Source: an optimization exercise on an open RTL-to-GDS flow (aim: small area, a short achievable clock period and few clock cycles). Production flows keep margins and buffers that such runs may drop. The RTL was checked by simulation tests, not by an equivalence proof against the original design. No activity file was given, so power comes from the tool's default toggle rates.

==> config.mk <==
export PLATFORM = sky130hd
export DESIGN_NAME = slang_core
export DESIGN_NICKNAME = slang_core
export VERILOG_FILES = /design/flow/design.v
export SDC_FILE = /design/flow/constraint.sdc
export NUM_CORES = 4
export LEC_CHECK = 0
export CAP_MARGIN = 20
export CELL_PAD_IN_SITES_DETAIL_PLACEMENT = 2
export CELL_PAD_IN_SITES_GLOBAL_PLACEMENT = 4
export CORE_MARGIN = 2
export CORE_UTILIZATION = 25
export PLACE_DENSITY = 0.45
export SETUP_SLACK_MARGIN = 3.2
export SLEW_MARGIN = 20
export TNS_END_PERCENT = 0
==> constraint.sdc <==
create_clock -name core_clock -period 10.0 [get_ports {clk}]
set_input_delay 2.0000 -clock core_clock [delete_from_list [all_inputs] [get_ports {clk}]]
set_output_delay 2.0000 -clock core_clock [all_outputs]
set_load 0.01 [all_outputs]
==> design.v <==
module slang_core (
    input  wire        clk,
    input  wire        rst,           
    output reg         mem_req,
    output reg         mem_we,
    output reg         mem_ram,
    output reg  [11:0] mem_addr,
    output reg  [7:0]  mem_wdata,
    input  wire        mem_ack,
    input  wire [7:0]  mem_rdata,
    output reg         con_valid,
    output reg  [7:0]  con_data,
    output wire        halted,
    output wire        faulted,
    output wire [3:0]  fault_code,
    input  wire [3:0]  dbg_sel,
    output wire [63:0] dbg_data
);
    localparam [63:0] STACK_TOP = 64'h2FF8;
    localparam [3:0] R_ACC = 4'd0, R_IP = 4'd1, R_SP = 4'd2, R_FP = 4'd3,
                     R_FS  = 4'd4, R_AC = 4'd5;
    localparam [7:0] OP_NOP = 8'h00, OP_HLT = 8'h01, OP_MOV = 8'h02, OP_LOD = 8'h03,
                     OP_STR = 8'h04, OP_ADD = 8'h05, OP_SUB = 8'h06, OP_MUL = 8'h07,
                     OP_DIV = 8'h08, OP_INC = 8'h09, OP_DEC = 8'h0A, OP_AND = 8'h0B,
                     OP_OR  = 8'h0C, OP_XOR = 8'h0D, OP_NOT = 8'h0E, OP_SHL = 8'h0F,
                     OP_SHR = 8'h10, OP_JMP = 8'h11, OP_JEQ = 8'h12, OP_JNE = 8'h13,
                     OP_JGT = 8'h14, OP_JLT = 8'h15, OP_JGE = 8'h16, OP_JLE = 8'h17,
                     OP_JNZ = 8'h18, OP_JEZ = 8'h19, OP_PSH = 8'h1A, OP_POP = 8'h1B,
                     OP_DUP = 8'h1C, OP_SWP = 8'h1D, OP_CLR = 8'h1E, OP_CAL = 8'h1F,
                     OP_RET = 8'h20;
    localparam [3:0] M_NULL = 4'd0, M_RR = 4'd1, M_RM = 4'd2, M_IR = 4'd3,
                     M_IM   = 4'd4, M_MR = 4'd5, M_MM = 4'd6, M_LIT = 4'd7,
                     M_REG  = 4'd8, M_MEM = 4'd9;
    localparam [1:0] K_NONE = 2'd0, K_REG = 2'd1, K_IMM = 2'd2, K_ADR = 2'd3;
    localparam [3:0] F_DECODE = 4'd1, F_INVOP = 4'd2, F_UNKREG = 4'd3,
                     F_OOB    = 4'd4, F_UNMAPW = 4'd5, F_RDWO  = 4'd6,
                     F_DIV0   = 4'd7, F_SHIFT  = 4'd8, F_WROM  = 4'd9;
    localparam [4:0] S_OP = 5'd0, S_MODE = 5'd1, S_R1 = 5'd2, S_F1 = 5'd3,
                     S_R2 = 5'd4, S_F2 = 5'd5, S_RD = 5'd6, S_WR = 5'd7,
                     S_MUL = 5'd8, S_DIV = 5'd9, S_FSADJ = 5'd10, S_RE1 = 5'd11,
                     S_RE2 = 5'd12, S_RE3 = 5'd13, S_HALT = 5'd14, S_FAULT = 5'd15,
                     S_SHL = 5'd16, S_SHR = 5'd17, S_SHRW = 5'd18, S_EX = 5'd19,
                     S_INCW = 5'd20, S_FSW = 5'd21, S_JX = 5'd22;
    localparam [3:0] C_DONE = 4'd0, C_MOVR = 4'd1, C_MOVM = 4'd2, C_ALU = 4'd3,
                     C_INCM = 4'd4, C_PSH = 4'd5, C_POP = 4'd6, C_DUP1 = 4'd7,
                     C_DUP2 = 4'd8, C_SWP1 = 4'd9, C_SWP2 = 4'd10, C_SWP3 = 4'd11,
                     C_CAL = 4'd12, C_RET = 4'd13;
    localparam [2:0] Y_SUM = 3'd0, Y_AND = 3'd1, Y_OR = 3'd2, Y_XOR = 3'd3,
                     Y_NOTA = 3'd4, Y_PASSB = 3'd5, Y_PASSA = 3'd6, Y_CSEL = 3'd7;
    reg [4:0]  st;
    reg [3:0]  cont, fcode;
    reg        exq;              
    reg [63:0] acc, ip, sp, fp, fs;
    reg [63:0] gr5, gr6, gr7, gr8, gr9, gr10, gr11, gr12, gr13;
    reg [7:0]  opb;
    reg [3:0]  mode, r1, r2;
    reg        r1bad;
    reg [63:0] F, T;
    reg [63:0] PR;               
    reg [16:0] ar, a2;           
    reg [2:0]  ai;               
    reg [3:0]  cnt;
    reg [6:0]  dn;
    reg        dlead, first;
    reg        jlt, jeq;
    reg        r1_done;
    function [1:0] first_kind(input [3:0] md);
        case (md)
            M_RR, M_RM, M_REG: first_kind = K_REG;
            M_IR, M_IM, M_LIT: first_kind = K_IMM;
            M_MR, M_MM, M_MEM: first_kind = K_ADR;
            default:           first_kind = K_NONE;
        endcase
    endfunction
    function [1:0] second_kind(input [3:0] md);
        case (md)
            M_RR, M_IR, M_MR: second_kind = K_REG;
            M_RM, M_IM, M_MM: second_kind = K_ADR;
            default:          second_kind = K_NONE;
        endcase
    endfunction
    function accepted(input [7:0] o, input [3:0] md);
        case (o)
            OP_NOP, OP_HLT, OP_DUP, OP_SWP, OP_CLR, OP_RET:
                accepted = (md == M_NULL);
            OP_MOV, OP_LOD, OP_STR:
                accepted = (md == M_RR) || (md == M_RM) || (md == M_IR) ||
                           (md == M_IM) || (md == M_MR) || (md == M_MM);
            OP_ADD, OP_SUB, OP_MUL, OP_DIV, OP_AND, OP_OR, OP_XOR, OP_SHL, OP_SHR:
                accepted = (md == M_RR) || (md == M_IR) || (md == M_MR);
            OP_INC, OP_DEC:
                accepted = (md == M_REG) || (md == M_MEM);
            OP_NOT:
                accepted = (md == M_REG);
            OP_JMP, OP_JEQ, OP_JNE, OP_JGT, OP_JLT, OP_JGE, OP_JLE, OP_JNZ, OP_JEZ,
            OP_PSH, OP_CAL:
                accepted = (md == M_LIT) || (md == M_REG);
            OP_POP:
                accepted = (md == M_NULL) || (md == M_REG);
            default:
                accepted = 1'b0;
        endcase
    endfunction
    function [64:0] add64(input [63:0] a, input [63:0] b, input ci);
        reg [63:0] p, G, P;
        integer l, i, j;
        begin
            p = a ^ b;
            G = a & b;
            P = p;
            G[0] = G[0] | (p[0] & ci);
            for (l = 0; l < 6; l = l + 1)
                for (i = 0; i < 64; i = i + 1)
                    if (((i >> l) & 1) == 1) begin
                        j = ((i >> l) << l) - 1;
                        G[i] = G[i] | (P[i] & G[j]);
                        P[i] = P[i] & P[j];
                    end
            add64[0] = p[0] ^ ci;
            for (i = 1; i < 64; i = i + 1)
                add64[i] = p[i] ^ G[i-1];
            add64[64] = G[63];
        end
    endfunction
    function [63:0] pre64(input [63:0] x);
        integer l, i, j;
        begin
            pre64 = x;
            for (l = 0; l < 6; l = l + 1)
                for (i = 0; i < 64; i = i + 1)
                    if (((i >> l) & 1) == 1) begin
                        j = ((i >> l) << l) - 1;
                        pre64[i] = pre64[i] & pre64[j];
                    end
        end
    endfunction
    function [63:0] inc64(input [63:0] x);
        reg [63:0] c;
        begin
            c = pre64(x);
            inc64 = x ^ {c[62:0], 1'b1};
        end
    endfunction
    function [63:0] dec64(input [63:0] x);
        reg [63:0] c;
        begin
            c = pre64(~x);
            dec64 = x ^ {c[62:0], 1'b1};
        end
    endfunction
    function lt8(input [7:0] a, input [7:0] b);
        integer k;
        begin
            lt8 = 1'b0;
            for (k = 0; k < 8; k = k + 1)
                if (a[k] != b[k]) lt8 = b[k];
        end
    endfunction
    function [2:0] region(input [16:0] d);
        reg lz;
        begin
            lz = ~|d[11:0];
            region[2] = d[16] && (d[15:12] == 4'hF) && (d[11:5] == 7'd0) &&
                        (!d[4] || (d[3:0] == 4'd0));
            region[1] = d[16] && ((d[15:12] == 4'h2) || ((d[15:12] == 4'h3) && lz));
            region[0] = d[16] && ((d[15:12] == 4'h0) || ((d[15:12] == 4'h1) && lz));
        end
    endfunction
    function [16:0] desc(input [63:0] a);
        desc = {~|a[63:16], a[15:0]};
    endfunction
    function [16:0] desc_pm8(input [63:0] x, input dn8);
        reg [63:0] y;
        reg        c;
        reg        hz;
        begin
            if (!dn8) begin
                y = inc64({51'd0, x[15:3]});
                c = &x[15:3];
                hz = c ? (&x[63:16]) : (~|x[63:16]);
            end else begin
                y = dec64({51'd0, x[15:3]});
                c = ~|x[15:3];
                hz = c ? (x[63:16] == 48'd1) : (~|x[63:16]);
            end
            desc_pm8 = {hz, y[12:0], x[2:0]};
        end
    endfunction
    wire fetch_st = (st == S_OP) || (st == S_MODE) || (st == S_R1) ||
                    (st == S_F1) || (st == S_R2) || (st == S_F2);
    wire is_wr    = (st == S_WR);
    wire is_rd    = fetch_st || (st == S_RD);
    wire acc_st   = is_rd || is_wr;
    wire len8     = (st == S_F1) || (st == S_F2) || (st == S_RD) || is_wr;
    reg  [2:0]  freg, areg;      
    wire [16:0] base = fetch_st ? desc(ip) : ar;
    wire [15:0] b_lo = base[15:0];
    wire d_con  = fetch_st ? freg[2] : areg[2];
    wire d_ram  = fetch_st ? freg[1] : areg[1];
    wire d_rom  = fetch_st ? freg[0] : areg[0];
    wire d_mem  = d_ram || d_rom;
    wire mapped = d_mem || d_con;
    wire [3:0]  o3    = {1'b0, b_lo[2:0]} + {1'b0, ai};
    wire [63:0] o9    = inc64({55'd0, b_lo[11:3]});
    wire [12:0] o12   = {o3[3] & (&b_lo[11:3]), o3[3] ? o9[8:0] : b_lo[11:3], o3[2:0]};
    wire [2:0]  nlo   = ~b_lo[2:0];
    wire        c3    = (ai[2] & ~nlo[2]) |
                        ((ai[2] ~^ nlo[2]) & ((ai[1] & ~nlo[1]) |
                                              ((ai[1] ~^ nlo[1]) & ai[0] & ~nlo[0])));
    wire        ocon  = b_lo[4] || (c3 && b_lo[3]);
    wire        oob   = d_con ? ocon : (b_lo[12] || (c3 && (&b_lo[11:3])));
    wire f_rdwo = d_con && !is_wr;
    wire f_oob  = mapped && oob;
    wire f_wrom = d_rom && is_wr;
    wire f_unm  = !mapped && is_wr;
    wire bfault = acc_st && (f_rdwo || f_oob || f_wrom || f_unm);
    wire [3:0] bfcode = f_rdwo ? F_RDWO : f_oob ? F_OOB : f_wrom ? F_WROM : F_UNMAPW;
    wire bok    = mapped && !f_rdwo && !oob && !f_wrom;
    wire step   = acc_st && !bfault && ((d_con || mem_ack) || !mapped);
    wire last   = !len8 || (ai == 3'd7) || !mapped;
    wire [7:0]  bv      = (d_mem && is_rd) ? mem_rdata : 8'd0;
    wire [63:0] F_sh    = {bv, F[63:8]};
    wire [63:0] rd_full = (acc_st && !mapped) ? 64'd0 : F_sh;
    always @* begin
        mem_req   = acc_st && bok && d_mem;
        mem_we    = is_wr;
        mem_ram   = d_ram;
        mem_addr  = o12[11:0];
        mem_wdata = F[7:0];
        con_valid = is_wr && bok && d_con;
        con_data  = F[7:0];
    end
    assign halted     = (st == S_HALT);
    assign faulted    = (st == S_FAULT);
    assign fault_code = faulted ? fcode : 4'd0;
    wire [3:0] ex_idx  = (mode == M_REG) ? r1 : r2;
    reg  [3:0] pidx_r;
    reg        use_bv;
    wire [3:0] pidx_run = use_bv ? bv[3:0] : pidx_r;
    wire [3:0] pidx = (halted || faulted) ? dbg_sel : pidx_run;
    reg [63:0] port;
    always @* begin
        case (pidx)
            4'd0:  port = acc;
            4'd1:  port = ip;
            4'd2:  port = sp;
            4'd3:  port = fp;
            4'd4:  port = fs;
            4'd5:  port = gr5;
            4'd6:  port = gr6;
            4'd7:  port = gr7;
            4'd8:  port = gr8;
            4'd9:  port = gr9;
            4'd10: port = gr10;
            4'd11: port = gr11;
            4'd12: port = gr12;
            4'd13: port = gr13;
            default: port = 64'd0;
        endcase
    end
    assign dbg_data = port;
    wire        ip_c3 = len8 || (&ip[2:0]);
    wire [63:0] ip_hi = pre64({3'b111, ip[63:3]});
    wire [63:0] ipn   = {ip[63:3] ^ ({ip_hi[59:0], 1'b1} & {61{ip_c3}}),
                         len8 ? ip[2:0] : ip[2:0] + 3'd1};
    wire        pr_isip = (st == S_R1 || st == S_R2) && (pidx_run == R_IP);
    wire        f_isip  = (st == S_R2 || st == S_F2) && (r1 == R_IP);
    wire [63:0] pr_fx   = f_isip ? ipn : PR;
    always @(posedge clk)
        PR <= pr_isip ? ipn : port;
    wire [63:0] s_val = F;
    wire [3:0] mode_x = (st == S_MODE) ? M_NULL : mode;
    wire [1:0] k1x    = first_kind(mode_x);
    wire [1:0] k2x    = second_kind(mode_x);
    wire [1:0] k1     = first_kind(mode);
    wire [1:0] k2     = second_kind(mode);
    wire       opb_bad = (|opb[7:6]) || (opb[5] && (|opb[4:0]));
    wire       bv_gt9  = (|bv[7:4]) || (bv[3] && (bv[2] || bv[1]));
    wire       bv_gt13 = (|bv[7:4]) || (bv[3] && bv[2] && bv[1]);
    wire       dec_bad = opb_bad || bv_gt9;
    wire x_ev = step && (((st == S_MODE) && (bv == 8'd0) && !dec_bad) ||
                         ((st == S_R1) && (k2 == K_NONE)) ||
                         ((st == S_F1) && last && (k2 == K_NONE)) ||
                         (st == S_R2) ||
                         ((st == S_F2) && last));
    wire r1bad_x = (st == S_R1) ? bv_gt13 : r1bad;
    wire r2bad_x = bv_gt13;
    wire x_acc   = accepted(opb, mode_x);
    wire x_regok = !((k1x == K_REG) && r1bad_x) && !((k2x == K_REG) && r2bad_x);
    wire [16:0] a2x = !mapped ? 17'h10000 : {a2[16] && (bv == 8'd0), a2[15:0]};
    wire rd_last = (st == S_RD) && step && last;
    wire is_dy   = (opb == OP_ADD) || (opb == OP_SUB) || (opb == OP_AND) ||
                   (opb == OP_OR)  || (opb == OP_XOR) || (opb == OP_MUL) ||
                   (opb == OP_DIV) || (opb == OP_SHL) || (opb == OP_SHR);
    wire is_dy1  = (opb == OP_ADD) || (opb == OP_SUB) || (opb == OP_AND) ||
                   (opb == OP_OR)  || (opb == OP_XOR);
    wire is_mov  = (opb == OP_MOV) || (opb == OP_LOD) || (opb == OP_STR);
    wire ex_now  = (st == S_EX) || ((st == S_OP) && exq);
    wire alu_now = ex_now && is_dy;
    reg        a_zero, a_ones, a_div, a_sp, a_acc;
    reg        b_t, b_acc, b_k;
    reg [63:0] b_const;
    reg        sub, cin;
    reg [2:0]  yop;
    reg        sp_dn;
    wire [63:0] Tm    = first ? 64'd0 : T;
    wire [63:0] a_in  = a_zero ? 64'd0 : a_ones ? {64{1'b1}} :
                        a_div ? {Tm[62:0], acc[63]} : a_sp ? sp : a_acc ? acc : PR;
    wire [63:0] b_in  = b_k ? b_const : b_t ? T : b_acc ? acc : s_val;
    wire [64:0] sum   = add64(a_in, sub ? ~b_in : b_in, sub | cin);
    reg [63:0] alu_y;
    always @* begin
        case (yop)
            Y_AND:   alu_y = a_in & b_in;
            Y_OR:    alu_y = a_in | b_in;
            Y_XOR:   alu_y = a_in ^ b_in;
            Y_NOTA:  alu_y = ~a_in;
            Y_PASSB: alu_y = b_in;
            Y_PASSA: alu_y = a_in;
            Y_CSEL:  alu_y = F[0] ? sum[63:0] : a_in;
            default: alu_y = sum[63:0];
        endcase
    end
    wire [63:0] jv    = (st == S_F1) ? rd_full : PR;
    wire [7:0]  acc_b = acc[8*ai +: 8];
    wire        b_lt  = (bv != acc_b) ? lt8(acc_b, bv) : (jlt && ai != 3'd0);
    wire        b_eq  = (bv == acc_b) && (jeq || ai == 3'd0);
    wire        a_z   = (acc == 64'd0);
    wire        v_eq  = &(a_in ~^ b_in);
    wire        v_gt  = sum[64] && !v_eq;
    wire        j_eq  = (st == S_F1) ? (mapped ? b_eq : a_z) : jeq;
    wire        j_lt  = (st == S_F1) ? (mapped && b_lt) : jlt;
    reg         taken;
    always @* begin
        case (opb)
            OP_JMP:  taken = 1'b1;
            OP_JEQ:  taken = j_eq;
            OP_JNE:  taken = !j_eq;
            OP_JGT:  taken = !j_lt && !j_eq;
            OP_JLT:  taken = j_lt;
            OP_JGE:  taken = !j_lt;
            OP_JLE:  taken = j_lt || j_eq;
            OP_JNZ:  taken = !a_z;
            default: taken = a_z;
        endcase
    end
    wire [3:0] ret_dst = (cnt == 4'd0) ? R_FS : (cnt == 4'd9) ? R_IP : (4'd14 - cnt);
    wire       div_q   = Tm[63] | sum[64];
    wire       mul_end = (F[63:1] == 63'd0);
    wire       mul_skp = (F[7:0] == 8'd0);
    wire       div_skp = dlead && (acc[63:56] == 8'd0) && (dn[6:3] != 4'd7);
    wire [6:0] sh_nx   = (dn[5:3] != 3'd0) ? dn - 7'd8 : dn - 7'd1;
    wire       sh_fin  = (sh_nx[5:0] == 6'd0);
    reg [4:0]  st_n;
    reg [3:0]  cont_n, fc_n;
    reg        fault_n;
    reg        exq_set;
    reg        gw_en, gw_rd;
    reg [3:0]  gw_idx;
    reg        ip_n, ip_j, ip_t;                        
    reg        sp_top, sp_sum;
    reg        fs_sum, fs_clr;
    reg        fp_sum;
    reg        acc_y, acc_dq, acc_d8;
    reg        F_sh_ld, F_sh1, F_port, F_pr, F_ipn, F_y, F_T, F_fp, F_ac;
    reg        T_pr, T_rd, T_div, T_sh1, T_sh8;
    reg        ar_f1, ar_a2x, ar_a2, ar_sp, ar_pm;
    reg        a2_ld;
    reg        cnt_clr, cnt_inc;
    reg        first_set, first_clr;
    reg        div_init, sh_init, jflag;
    function [14:0] alu_cfg(input [4:0] s_, input [3:0] c_, input [7:0] o_, input f_);
        reg az, ao, ad, asp, aac, bt, bac, bk, sb, ci;
        reg [1:0] kc;
        reg [2:0] yo;
        begin
            az = 1'b0; ao = 1'b0; ad = 1'b0; asp = 1'b0; aac = 1'b0;
            bt = 1'b0; bac = 1'b0; bk = 1'b0; kc = 2'd0; sb = 1'b0; ci = 1'b0; yo = Y_SUM;
            case (s_)
                S_MODE, S_R1: begin asp = 1'b1; bk = 1'b1; kc = 2'd1; end       
                S_RD: begin
                    if (c_ == C_POP) begin bk = 1'b1; kc = 2'd2; end            
                    else begin asp = 1'b1; bk = 1'b1; kc = 2'd1; end            
                end
                S_WR:    begin asp = 1'b1; bk = 1'b1; kc = 2'd2; end            
                S_MUL:   begin az = f_; aac = 1'b1; bt = 1'b1; yo = Y_CSEL; end
                S_DIV:   begin ad = 1'b1; sb = 1'b1; end
                S_INCW:  begin az = (o_ == OP_INC); ao = (o_ == OP_DEC); ci = (o_ == OP_INC); end
                S_FSADJ: begin bk = 1'b1; kc = (o_ == OP_PSH) ? 2'd1 : 2'd2; end
                S_RE3:   sb = 1'b1;
                S_SHRW:  yo = Y_PASSB;
                default: begin                       
                    case (o_)
                        OP_SUB: sb = 1'b1;
                        OP_AND: yo = Y_AND;
                        OP_OR:  yo = Y_OR;
                        OP_XOR: yo = Y_XOR;
                        OP_SHL, OP_DIV: yo = Y_PASSA;
                        OP_INC: begin bk = 1'b1; ci = 1'b1; end
                        OP_DEC: begin bk = 1'b1; kc = 2'd3; end
                        OP_NOT: yo = Y_NOTA;
                        OP_MOV, OP_LOD, OP_STR: yo = Y_PASSB;
                        OP_JMP, OP_JEQ, OP_JNE, OP_JGT, OP_JLT, OP_JGE, OP_JLE,
                        OP_JNZ, OP_JEZ: begin sb = 1'b1; bac = 1'b1; end
                        default: ;
                    endcase
                end
            endcase
            alu_cfg = {az, ao, ad, asp, aac, bt, bac, bk, kc, sb, ci, yo};
        end
    endfunction
    reg [14:0] cfg;
    always @* begin
        {a_zero, a_ones, a_div, a_sp, a_acc, b_t, b_acc, b_k} = cfg[14:7];
        case (cfg[6:5])
            2'd0: b_const = 64'd0;
            2'd1: b_const = 64'd8;
            2'd2: b_const = -64'd8;
            default: b_const = {64{1'b1}};
        endcase
        sub = cfg[4];
        cin = cfg[3];
        yop = cfg[2:0];
        sp_dn = ((st == S_RD) && (cont == C_DUP1)) || ((st == S_WR) && (cont != C_SWP3));
    end
    always @* begin
        st_n = st; cont_n = cont; fc_n = fcode; fault_n = 1'b0; exq_set = 1'b0;
        gw_en = 1'b0; gw_rd = 1'b0; gw_idx = R_ACC;
        ip_n = 1'b0; ip_j = 1'b0; ip_t = 1'b0;
        sp_top = 1'b0; sp_sum = 1'b0; 
        fs_sum = 1'b0; fs_clr = 1'b0; fp_sum = 1'b0;
        acc_y = 1'b0; acc_dq = 1'b0; acc_d8 = 1'b0;
        F_sh_ld = 1'b0; F_sh1 = 1'b0; F_port = 1'b0; F_pr = 1'b0; F_ipn = 1'b0; F_y = 1'b0;
        F_T = 1'b0; F_fp = 1'b0; F_ac = 1'b0;
        T_pr = 1'b0; T_rd = 1'b0; T_div = 1'b0; T_sh1 = 1'b0; T_sh8 = 1'b0;
        ar_f1 = 1'b0; ar_a2x = 1'b0; ar_a2 = 1'b0; ar_sp = 1'b0; ar_pm = 1'b0;
        a2_ld = 1'b0; cnt_clr = 1'b0; cnt_inc = 1'b0;
        first_set = 1'b0; first_clr = 1'b0; div_init = 1'b0; sh_init = 1'b0; jflag = 1'b0;
        if (ex_now) begin
            if (st == S_EX) st_n = S_OP;
            case (opb)
                OP_MOV, OP_LOD, OP_STR: begin
                    gw_en = 1'b1; gw_idx = r2;
                end
                OP_INC, OP_DEC, OP_NOT: acc_y = 1'b1;
                OP_JMP, OP_JEQ, OP_JNE, OP_JGT, OP_JLT, OP_JGE, OP_JLE,
                OP_JNZ, OP_JEZ: begin
                    jflag = 1'b1; st_n = S_JX;
                end
                OP_PSH: begin
                    F_pr = 1'b1; ar_sp = 1'b1; st_n = S_WR; cont_n = C_PSH;
                end
                OP_CAL: begin
                    T_pr = 1'b1; ar_sp = 1'b1; cnt_clr = 1'b1;
                    st_n = S_WR; cont_n = C_CAL;
                end
                default: ;               
            endcase
        end
        if ((st == S_R2 || st == S_F2) && r1_done && k1 == K_REG) F_pr = 1'b1;
        if (acc_st && bfault) begin
            fault_n = 1'b1; fc_n = bfcode;
        end else if (acc_st && step) begin
            if (len8 && st != S_F2) F_sh_ld = 1'b1;
            if (fetch_st && (st != S_F1 && st != S_F2 || last)) ip_n = 1'b1;
            case (st)
                S_OP:   st_n = S_MODE;
                S_MODE: begin
                    if (dec_bad) begin
                        fault_n = 1'b1; fc_n = F_DECODE;
                    end else begin
                        case (first_kind(bv[3:0]))
                            K_REG:   st_n = S_R1;
                            K_NONE:  ;
                            default: st_n = S_F1;
                        endcase
                    end
                end
                S_R1: begin
                    case (k2)
                        K_REG:   st_n = S_R2;
                        K_NONE:  ;
                        default: st_n = S_F2;
                    endcase
                end
                S_F1: if (last) begin
                    ar_f1 = 1'b1;
                    case (k2)
                        K_REG:   st_n = S_R2;
                        K_NONE:  ;
                        default: st_n = S_F2;
                    endcase
                end
                S_RD: if (last) begin
                    case (cont)
                        C_MOVR: begin
                            gw_en = 1'b1; gw_rd = 1'b1; gw_idx = r2; st_n = S_OP;
                        end
                        C_MOVM: begin
                            ar_a2 = 1'b1; st_n = S_WR; cont_n = C_DONE;
                        end
                        C_ALU: begin
                            if (is_dy1) begin st_n = S_OP; exq_set = 1'b1; end
                            else st_n = S_EX;
                        end
                        C_INCM: st_n = S_INCW;
                        C_POP: begin
                            gw_en = 1'b1; gw_rd = 1'b1; gw_idx = r1;
                            if (r1 == R_FS) st_n = S_FSW;
                            else begin
                                fs_sum = 1'b1; st_n = S_OP;
                            end
                        end
                        C_DUP1: begin
                            ar_pm = 1'b1; st_n = S_WR; cont_n = C_DUP2;
                        end
                        C_SWP1: begin
                            T_rd = 1'b1; ar_pm = 1'b1; cont_n = C_SWP2;
                        end
                        C_SWP2: begin
                            ar_sp = 1'b1; st_n = S_WR; cont_n = C_SWP3;
                        end
                        default: begin        
                            gw_en = 1'b1; gw_rd = 1'b1; gw_idx = ret_dst;
                            if (cnt == 4'd9) begin
                                F_fp = 1'b1; st_n = S_RE1;
                            end else begin
                                sp_sum = 1'b1; ar_pm = 1'b1; cnt_inc = 1'b1;
                            end
                        end
                    endcase
                end
                S_WR: if (last) begin
                    case (cont)
                        C_PSH: begin
                            sp_sum = 1'b1; st_n = S_FSADJ;
                        end
                        C_DUP2: begin
                            sp_sum = 1'b1; st_n = S_OP;
                        end
                        C_SWP3: begin
                            F_T = 1'b1; ar_pm = 1'b1; cont_n = C_DONE;
                        end
                        C_CAL: begin
                            sp_sum = 1'b1;
                            if (cnt == 4'd9) begin
                                fs_clr = 1'b1; fp_sum = 1'b1; ip_t = 1'b1; st_n = S_OP;
                            end else begin
                                cnt_inc = 1'b1; F_port = 1'b1; ar_pm = 1'b1;
                            end
                        end
                        default: st_n = S_OP;
                    endcase
                end
                default: ;
            endcase
            if (x_ev) begin
                st_n = S_OP;
                if (!x_acc) begin
                    fault_n = 1'b1; fc_n = F_INVOP;
                end else if (!x_regok) begin
                    fault_n = 1'b1; fc_n = F_UNKREG;
                end else begin
                    case (opb)
                        OP_NOP: ;
                        OP_HLT: st_n = S_HALT;
                        OP_MOV, OP_LOD, OP_STR: begin
                            case (mode_x)
                                M_RR, M_IR: begin
                                    if (bv[3:0] == R_IP) st_n = S_EX;
                                    else exq_set = 1'b1;
                                end
                                M_MR: begin st_n = S_RD; cont_n = C_MOVR; end
                                M_MM: begin a2_ld = 1'b1; st_n = S_RD; cont_n = C_MOVM; end
                                default: begin
                                    ar_a2x = 1'b1; st_n = S_WR; cont_n = C_DONE;
                                end
                            endcase
                        end
                        OP_ADD, OP_SUB, OP_AND, OP_OR, OP_XOR, OP_MUL, OP_DIV,
                        OP_SHL, OP_SHR: begin
                            if (mode_x == M_MR) begin
                                st_n = S_RD; cont_n = C_ALU;
                            end else if (is_dy1) begin
                                exq_set = 1'b1;
                            end else begin
                                st_n = S_EX;
                            end
                        end
                        OP_INC, OP_DEC: begin
                            if (mode_x == M_MEM) begin
                                st_n = S_RD; cont_n = C_INCM;
                            end else begin
                                exq_set = 1'b1;
                            end
                        end
                        OP_NOT: exq_set = 1'b1;
                        OP_JMP, OP_JEQ, OP_JNE, OP_JGT, OP_JLT, OP_JGE, OP_JLE,
                        OP_JNZ, OP_JEZ: begin
                            if (mode_x == M_LIT) begin
                                if (taken) begin ip_n = 1'b0; ip_j = 1'b1; end
                            end else begin
                                st_n = S_EX;
                            end
                        end
                        OP_PSH: begin
                            if (mode_x == M_LIT) begin
                                ar_sp = 1'b1; st_n = S_WR; cont_n = C_PSH;
                            end else begin
                                st_n = S_EX;
                            end
                        end
                        OP_POP: begin
                            sp_sum = 1'b1;
                            if (mode_x == M_REG) begin
                                ar_pm = 1'b1; st_n = S_RD; cont_n = C_POP;
                            end else begin
                                st_n = S_FSADJ;
                            end
                        end
                        OP_DUP: begin ar_sp = 1'b1; st_n = S_RD; cont_n = C_DUP1; end
                        OP_SWP: begin ar_sp = 1'b1; st_n = S_RD; cont_n = C_SWP1; end
                        OP_CLR: sp_top = 1'b1;
                        OP_CAL: begin
                            F_ipn = 1'b1;
                            if (mode_x == M_LIT) begin
                                T_rd = 1'b1; ar_sp = 1'b1; cnt_clr = 1'b1;
                                st_n = S_WR; cont_n = C_CAL;
                            end else begin
                                st_n = S_EX;
                            end
                        end
                        default: begin           
                            sp_sum = 1'b1; ar_pm = 1'b1; cnt_clr = 1'b1;
                            st_n = S_RD; cont_n = C_RET;
                        end
                    endcase
                end
            end
        end else begin
            case (st)
                S_INCW: begin
                    F_y = 1'b1; st_n = S_WR; cont_n = C_DONE;
                end
                S_FSW: st_n = S_FSADJ;        
                S_JX: begin
                    if (taken) ip_j = 1'b1;
                    st_n = S_OP;
                end
                S_MUL: begin
                    acc_y = 1'b1; first_clr = 1'b1;
                    if (mul_end) st_n = S_OP;
                    else if (mul_skp) begin F_sh_ld = 1'b1; T_sh8 = 1'b1; end
                    else begin F_sh1 = 1'b1; T_sh1 = 1'b1; end
                end
                S_DIV: begin
                    if (div_skp) begin
                        acc_d8 = 1'b1;
                    end else begin
                        T_div = 1'b1; acc_dq = 1'b1; first_clr = 1'b1;
                        if (dn == 7'd63) st_n = S_OP;
                    end
                end
                S_SHL: begin
                    if (dn[5:3] != 3'd0) acc_d8 = 1'b1; else acc_dq = 1'b1;
                    if (sh_fin) st_n = S_OP;
                end
                S_SHR: begin
                    if (dn[5:3] != 3'd0) F_sh_ld = 1'b1; else F_sh1 = 1'b1;
                    if (sh_fin) st_n = S_SHRW;
                end
                S_SHRW: begin
                    acc_y = 1'b1; st_n = S_OP;
                end
                S_FSADJ: begin
                    fs_sum = 1'b1; st_n = S_OP;
                end
                S_RE1: begin      
                    fp_sum = 1'b1; F_ac = 1'b1; st_n = S_RE2;
                end
                S_RE2: begin      
                    sp_sum = 1'b1; st_n = S_RE3;
                end
                S_RE3: begin      
                    fs_sum = 1'b1; st_n = S_OP;
                end
                default: ;
            endcase
        end
        if (alu_now) begin
            case (opb)
                OP_SHL, OP_SHR:
                    if (s_val[63:6] != 58'd0) begin
                        fault_n = 1'b1; fc_n = F_SHIFT;
                    end else if (opb == OP_SHL) begin
                        acc_y = 1'b1; sh_init = 1'b1;
                        st_n = (s_val[5:0] != 6'd0) ? S_SHL : S_OP;
                    end else begin
                        F_pr = 1'b1; sh_init = 1'b1;
                        st_n = (s_val[5:0] != 6'd0) ? S_SHR : S_SHRW;
                    end
                OP_MUL: begin
                    T_pr = 1'b1; first_set = 1'b1;
                    st_n = S_MUL;
                end
                OP_DIV:
                    if (s_val == 64'd0) begin
                        fault_n = 1'b1; fc_n = F_DIV0;
                    end else begin
                        acc_y = 1'b1; first_set = 1'b1; div_init = 1'b1;
                        st_n = S_DIV;
                    end
                default: acc_y = 1'b1;
            endcase
        end
        if (fault_n) st_n = S_FAULT;
    end
    wire [63:0] gw_val = gw_rd ? rd_full : F;
    wire [63:0] ip_d = (gw_en && gw_idx == R_IP) ? gw_val :
                       ip_j ? jv : ip_t ? T : ip_n ? ipn : ip;
    wire [16:0] ar_d = ar_pm ? desc_pm8(sp, sp_dn) : ar_sp ? desc(sp) : ar_a2 ? a2 :
                       ar_a2x ? a2x : ar_f1 ? desc(rd_full) : ar;
    wire [2:0] freg_d = (gw_en && gw_idx == R_IP) ? region(desc(gw_val)) :
                        ip_j ? region(desc(jv)) : ip_t ? region(desc(T)) :
                        ip_n ? region(desc(ipn)) : freg;
    wire [2:0] areg_d = ar_pm ? region(desc_pm8(sp, sp_dn)) : ar_sp ? region(desc(sp)) :
                        ar_a2 ? region(a2) : ar_a2x ? region(a2x) :
                        ar_f1 ? region(desc(rd_full)) : areg;
    always @(posedge clk) begin
        if (rst) freg <= 3'b001;             
        else     freg <= freg_d;
        areg <= areg_d;
    end
    wire [7:0] opb_n = (acc_st && step && st == S_OP) ? bv : opb;
    wire [3:0] r1_n  = (acc_st && step && st == S_R1) ? bv[3:0] : r1;
    wire [3:0] r2_n  = (acc_st && step && st == S_R2) ? bv[3:0] : r2;
    wire [3:0] cnt_n = cnt_clr ? 4'd0 : cnt_inc ? cnt + 4'd1 : cnt;
    wire       first_n = first_set ? 1'b1 : first_clr ? 1'b0 : first;
    reg  [3:0] pidx_n;
    always @* begin
        case (st_n)
            S_WR:       pidx_n = (cont_n == C_CAL) ? ((cnt_n == 4'd8) ? R_FS : cnt_n + 4'd6) : R_FS;
            S_RD:       pidx_n = (cont_n == C_ALU) ? r2_n : R_FS;
            S_RE1:      pidx_n = R_SP;
            S_EX, S_JX: pidx_n = (mode == M_REG) ? r1_n : r2_n;
            default:    pidx_n = R_FS;
        endcase
    end
    always @(posedge clk) begin
        if (rst) begin
            pidx_r <= R_FS;
            use_bv <= 1'b0;
            cfg    <= 15'd0;
        end else begin
            pidx_r <= pidx_n;
            use_bv <= (st_n == S_R2) || ((st_n == S_R1) && (opb_n != OP_POP));
            cfg    <= alu_cfg(st_n, cont_n, opb_n, first_n);
        end
    end
    always @(posedge clk) begin
        if (rst) begin
            st    <= S_OP;
            fcode <= 4'd0;
            exq   <= 1'b0;
            ai    <= 3'd0;
            cnt   <= 4'd0;
            first <= 1'b0;
        end else begin
            st    <= st_n;
            cont  <= cont_n;
            fcode <= fc_n;
            exq   <= exq_set;
            r1_done <= (st == S_R1) && step;
            if (acc_st && step) ai <= last ? 3'd0 : ai + 3'd1;
            if (acc_st && step && st == S_OP) opb <= bv;
            if (acc_st && step && st == S_MODE) begin
                mode <= bv[3:0]; a2[16] <= 1'b1;
            end
            if (acc_st && step && st == S_R1) begin
                r1 <= bv[3:0]; r1bad <= bv_gt13;
            end
            if (acc_st && step && st == S_R2) r2 <= bv[3:0];
            if (acc_st && step && st == S_F1) begin jlt <= b_lt; jeq <= b_eq; end
            if (jflag) begin jlt <= v_gt; jeq <= v_eq; end
            if (acc_st && step && st == S_F2) begin
                if (ai == 3'd0) a2[7:0]  <= bv;
                if (ai == 3'd1) a2[15:8] <= bv;
                if (ai[2:1] != 2'd0) a2[16] <= a2[16] && (bv == 8'd0);
                if (last && !mapped) a2 <= 17'h10000;
            end
            if (a2_ld) a2 <= a2x;
            if (cnt_clr) cnt <= 4'd0;
            if (cnt_inc) cnt <= cnt + 4'd1;
            if (first_set) first <= 1'b1;
            if (first_clr) first <= 1'b0;
            if (div_init) begin dn <= 7'd0; dlead <= 1'b1; end
            if (sh_init) dn <= {1'b0, s_val[5:0]};
            if (st == S_SHL || st == S_SHR) dn <= sh_nx;
            if (st == S_DIV) begin
                if (div_skp) dn <= dn + 7'd8;
                else begin dn <= dn + 7'd1; dlead <= 1'b0; end
            end
            ar <= ar_d;
        end
    end
    always @(posedge clk) begin
        if (!rst) begin
            if (F_sh_ld || F_sh1 || F_port || F_pr || F_ipn || F_y || F_T || F_fp || F_ac)
                F <= F_ipn  ? ipn :
                     F_pr   ? pr_fx :
                     F_port ? port :
                     F_y    ? alu_y :
                     F_T    ? T :
                     F_fp   ? fp :
                     F_ac   ? {gr5[60:0], 3'b000} :
                     F_sh1  ? {1'b0, F[63:1]} :
                              rd_full;
            if (T_pr || T_rd || T_div || T_sh1 || T_sh8)
                T <= T_pr   ? PR :
                     T_rd   ? rd_full :
                     T_div  ? (div_q ? sum[63:0] : a_in) :
                     T_sh1  ? {T[62:0], 1'b0} :
                              {T[55:0], 8'd0};
        end
    end
    always @(posedge clk) begin
        if (rst) begin
            acc <= 64'd0;
            ip  <= 64'd0;
            sp  <= STACK_TOP;
            fp  <= STACK_TOP;
            fs  <= 64'd0;
            gr5 <= 64'd0; gr6 <= 64'd0; gr7 <= 64'd0; gr8 <= 64'd0; gr9 <= 64'd0;
            gr10 <= 64'd0; gr11 <= 64'd0; gr12 <= 64'd0; gr13 <= 64'd0;
        end else begin
            if (gw_en && gw_idx == R_ACC)
                acc <= gw_val;
            else if (acc_y || acc_dq || acc_d8)
                acc <= acc_dq ? {acc[62:0], div_q && (st == S_DIV)} :
                       acc_d8 ? {acc[55:0], 8'd0} : alu_y;
            ip <= ip_d;
            if (gw_en && gw_idx == R_SP)
                sp <= gw_val;
            else if (sp_top || sp_sum)
                sp <= sp_top ? STACK_TOP : sum[63:0];
            if (gw_en && gw_idx == R_FP)
                fp <= gw_val;
            else if (fp_sum)
                fp <= sum[63:0];
            if (gw_en && gw_idx == R_FS)
                fs <= gw_val;
            else if (fs_clr)
                fs <= 64'd0;
            else if (fs_sum)
                fs <= sum[63:0];
            if (gw_en && gw_idx == 4'd5)  gr5  <= gw_val;
            if (gw_en && gw_idx == 4'd6)  gr6  <= gw_val;
            if (gw_en && gw_idx == 4'd7)  gr7  <= gw_val;
            if (gw_en && gw_idx == 4'd8)  gr8  <= gw_val;
            if (gw_en && gw_idx == 4'd9)  gr9  <= gw_val;
            if (gw_en && gw_idx == 4'd10) gr10 <= gw_val;
            if (gw_en && gw_idx == 4'd11) gr11 <= gw_val;
            if (gw_en && gw_idx == 4'd12) gr12 <= gw_val;
            if (gw_en && gw_idx == 4'd13) gr13 <= gw_val;
        end
    end
endmodule
==> run.sh <==
#!/bin/bash
# synth_recipe.tcl (not shown) runs the flow's synth.tcl, then flattens the netlist and writes it again
# the make line also repeats each setting of config.mk as NAME=value (left out here)
make -C /OpenROAD-flow-scripts/flow DESIGN_CONFIG=/design/flow/config.mk WORK_HOME=/design/flow/orfs CLKGATE_MAP_FILE= SYNTH_SCRIPT=/design/flow/synth_recipe.tcl finish
==> notes.md <==
state kept, by name, summed over array words and instances, names as in the netlist, 5 cells and up:
name and count:
cfg 14, gr7 64, gr10 64, F 64, ip 64, sp 64
fs 64, gr11 64, PR 64, ar 13, gr9 64, gr6 64
opb 8, a2 17, st 5, gr13 64, gr12 64, T 64
gr5 64, gr8 64, dn 7, acc 64, fp 64
where the power goes:
part	internal, mW	switching (mW)
Combinational	6.41	19.5
Clock	3.74	2.82
Sequential	5.49	1.04
Total	15.6	23.4
final cells by class:
cell class | count | area, sq um
sequential | 1199 | 26000
clock inverter | 41 | 490
antenna | 104 | 260
inverter | 245 | 922
tap | 4366 | 5460
multi-input combinational | 8630 | 53500
clock buffer | 269 | 5160
timing repair buffer | 1088 | 11100
fill | 37700 | 227000
metal layers:
metal / part of all wire [%] / wire [um]
met1: 42 / 344000
met2: 38 / 310000
met3: 14 / 118000
met4: 6.4 / 52600
met5: 0.15 / 1210
synth_stat cells (all sizes together) (19+ instances only):
library cell,n
a2111oi,27
edfxtp,197
a22oi,378
a21o,63
o22ai,81
nand4,138
mux2,35
clkbuf,858
or3,48
a221oi,263
nand2,1365
a211oi,412
mux2i,303
nand2b,38
o21a,91
o31ai,40
a211o,32
or4,23
and2,33
nor2b,60
ha,228
nand3,170
a31oi,90
xor2,111
a21oi,1115
and4,21
a22o,112
a311oi,56
dfxtp,1002
nor4,126
inv,241
o221ai,93
nor2,1610
o211ai,125
buf,212
or2,31
o21ai,629
xnor2,93
o221a,21
nor3,186
and3,75
a222oi,19
critical path, stage by stage, from the launching register on:
cell       delay [ps]
dfxtp_1           330
a211oi_4          350
clkbuf_16         240
buf_12            120
mux2_2            250
ha_1              270
nor3b_1           310
nand2_1           180
nor2_1            150
ha_1              390
o22ai_2           230
o32a_1            590
nand2_4           390
buf_4             460
o31a_1            760
nand4_1           300
nor3_2           1040
nand3_1           240
a21boi_1          210
o21ai_1           110
a311oi_1          290
per-stage QoR:
step,instance area (sq um),setup slack (ps),hold WS (ps)
after floorplan,82800,1900,432
after global placement,91500,1290,438
after detailed placement,91600,1220,446
after CTS,101000,2800,453
after global routing,103000,2650,477
final,103000,2590,454
repair_timing:
item | 4_1_cts | 5_1_grt
endpoints found under the setup margin | 715 | 886
setup buffers | 227 | 91
resized for setup | 172 | 118
pin swaps | 51 | 23
gates cloned | 29 | 13
cell families after synthesis:
logic type | share of synthesized area (%)
simple gates | 21.1
buf+inv | 6.26
compound gates | 30.9
xor+xnor | 2.16
mux | 4.60
fa+ha+maj | 3.65
flops | 31.4
worst paths after layout:
check,to,slack (ps)
worst max register to register,freg[2],2590
worst max-delay path,freg[2],2590
worst min register to register,gr13[39],450
worst min-delay path,gr13[39],450
==> impl_metrics.yaml <==
outcome:
  status: "no timing/DRC/antenna violations"
pwr:
  p_per_area_mw_per_mm2: 379
  total_power_mw: 39.0
  ir_worst_vdd_v: 0.000242
  p_leak_nw: 38.0
sta:
  hold_viol: 0
  tightest_slew_ps: 1340
  fmax_mhz: 135
  rsz0062_at_grt: "true"
  drv_slew: 0
  min_period_ps: 7410
  fin_crit_sh_pct: 74.1
  fin_setup_tns_ps: 0
  maxSlewHeadroom_pct: 10.3
  fin_skew_ps: 86.1
  finalSetupViolCount: 0
worst_setup_path:
  crit_path_max_fanout: 22
  critical_path_class: "flop to flop"
  cp-end-kind: "flop"
  crit_start: "st[1]"
  cp.required_ps: 10770
  timing.rr.start: "st[1]"
  cp.arrival_ps: 8180
  critPathLaunchType: "flop"
  rr_worst_depth: 20
synth:
  syn-instance-count: 11100
  synth_flop_cell: "dfxtp_1"
  synth_nets: 11400
  ys_types: 120
  synth_top_cell_area_share_pct: 24.2
  ys_async_sr_fraction_pct: 0
  synth_area_per_cell_sq_um: 7.43
  yosys-top-cells-area: "dfxtp_1 24%, nor2_1 7.3%, edfxtp_1 7.1%"
  ys_ff_latch: 1199
  synth_warnings: 1
  synth_edf_count: 197
  yosys.area.top_type: "dfxtp_1"
  syn_area_sq_mm: 0.0828
  seq_area_frac_synth_pct: 31.4
finish:
  final_core_util_pct: 31.2
  drive_gt1_share_pct: 14.6
  stdcell_count: 15900
  final_cell_mix: "1574 x nor2_1, 1343 x nand2_1, 1092 x a21oi_1"
  nets: 11600
  final_common_cell: "nor2_1"
  syn_to_final_growth_pct: 24.4
grt:
  grt_pass1_wl_mm: 1050
  antenna_found_initial: 154
  grt_util_met2_pct: 61.0
  grt_overflow: 0
  grt_max_degree: 176
  first_global_vias: 101000
  use_met1_pct: 62.2
  grt_usage_pct: 46.8
  busiest_layer: "met1"
  grtUsageMet3_pct: 22.2
route:
  drcViolationCount: 0
  totalWireLength_mm: 826
  wl_per_cell_um: 51.8
  vias_per_cell: 6.89
  drtIter0Drc: 17700
  vias: 110000
  dr.pass1.iters: 9
  antenna_left: 0
clocking:
  root_buffer: "clkbuf_16"
  insertion_delay_ps: 930
  clk_pin_slew_worst_paths_ps: 60
  cts_hold_buf: 0
  cts_buffer_depth: 4
  numCtsBuffers: 171
  clkSinkCount: 1199
  cts_tree: "done"
  cts_max_level: 4
min_path:
  hold_start: "gr13[39]"
  hold_path.class: "flop to flop"
  min_path_cells: 2
die:
  chipHeight_um: 579
  die_area_sq_mm: 0.336
  die_x_um: 579
  initial_core_util_pct: 25.1
  std_cell_rows: 211
  core_area_sq_mm: 0.330
  io_pins: 117
place:
  place.detailed.hpwl_mm: 563
  port_buffers: 116
  routabilityCongestion: 1.02
  placed_cells: 15200
run:
  drv_cap: 0
Testbench counts, summed over its fixed seeds: cycles 289,918.

what the ideal ports hide:
Ports are ideal in the flow. The routed layout listed here was re-timed in OpenROAD.
Step 1, drivers: a clkbuf_16 drives clk and a buf_2 each remaining input, both assumed.
Step 2 also shifts input and output timing later by t, the mid clock arrival at the registers, as if the neighbouring blocks saw the same clock.
a / b / c = ideal / step 1 / step 2; a / b = the first two.
shift t [ns]: 0.994
slack for setup (ns): 2.594 / 2.583 / 1.768
worst setup path after step 2: input to register
slew at the worst register clock pin (ns): 0.07 / 0.07
worst data-port slew with drivers (ns): 0.15
After both steps this run still meets setup and hold. For this run, drivers alone change the setup slack by -0.011 ns; drivers and shift together by -0.826 ns.
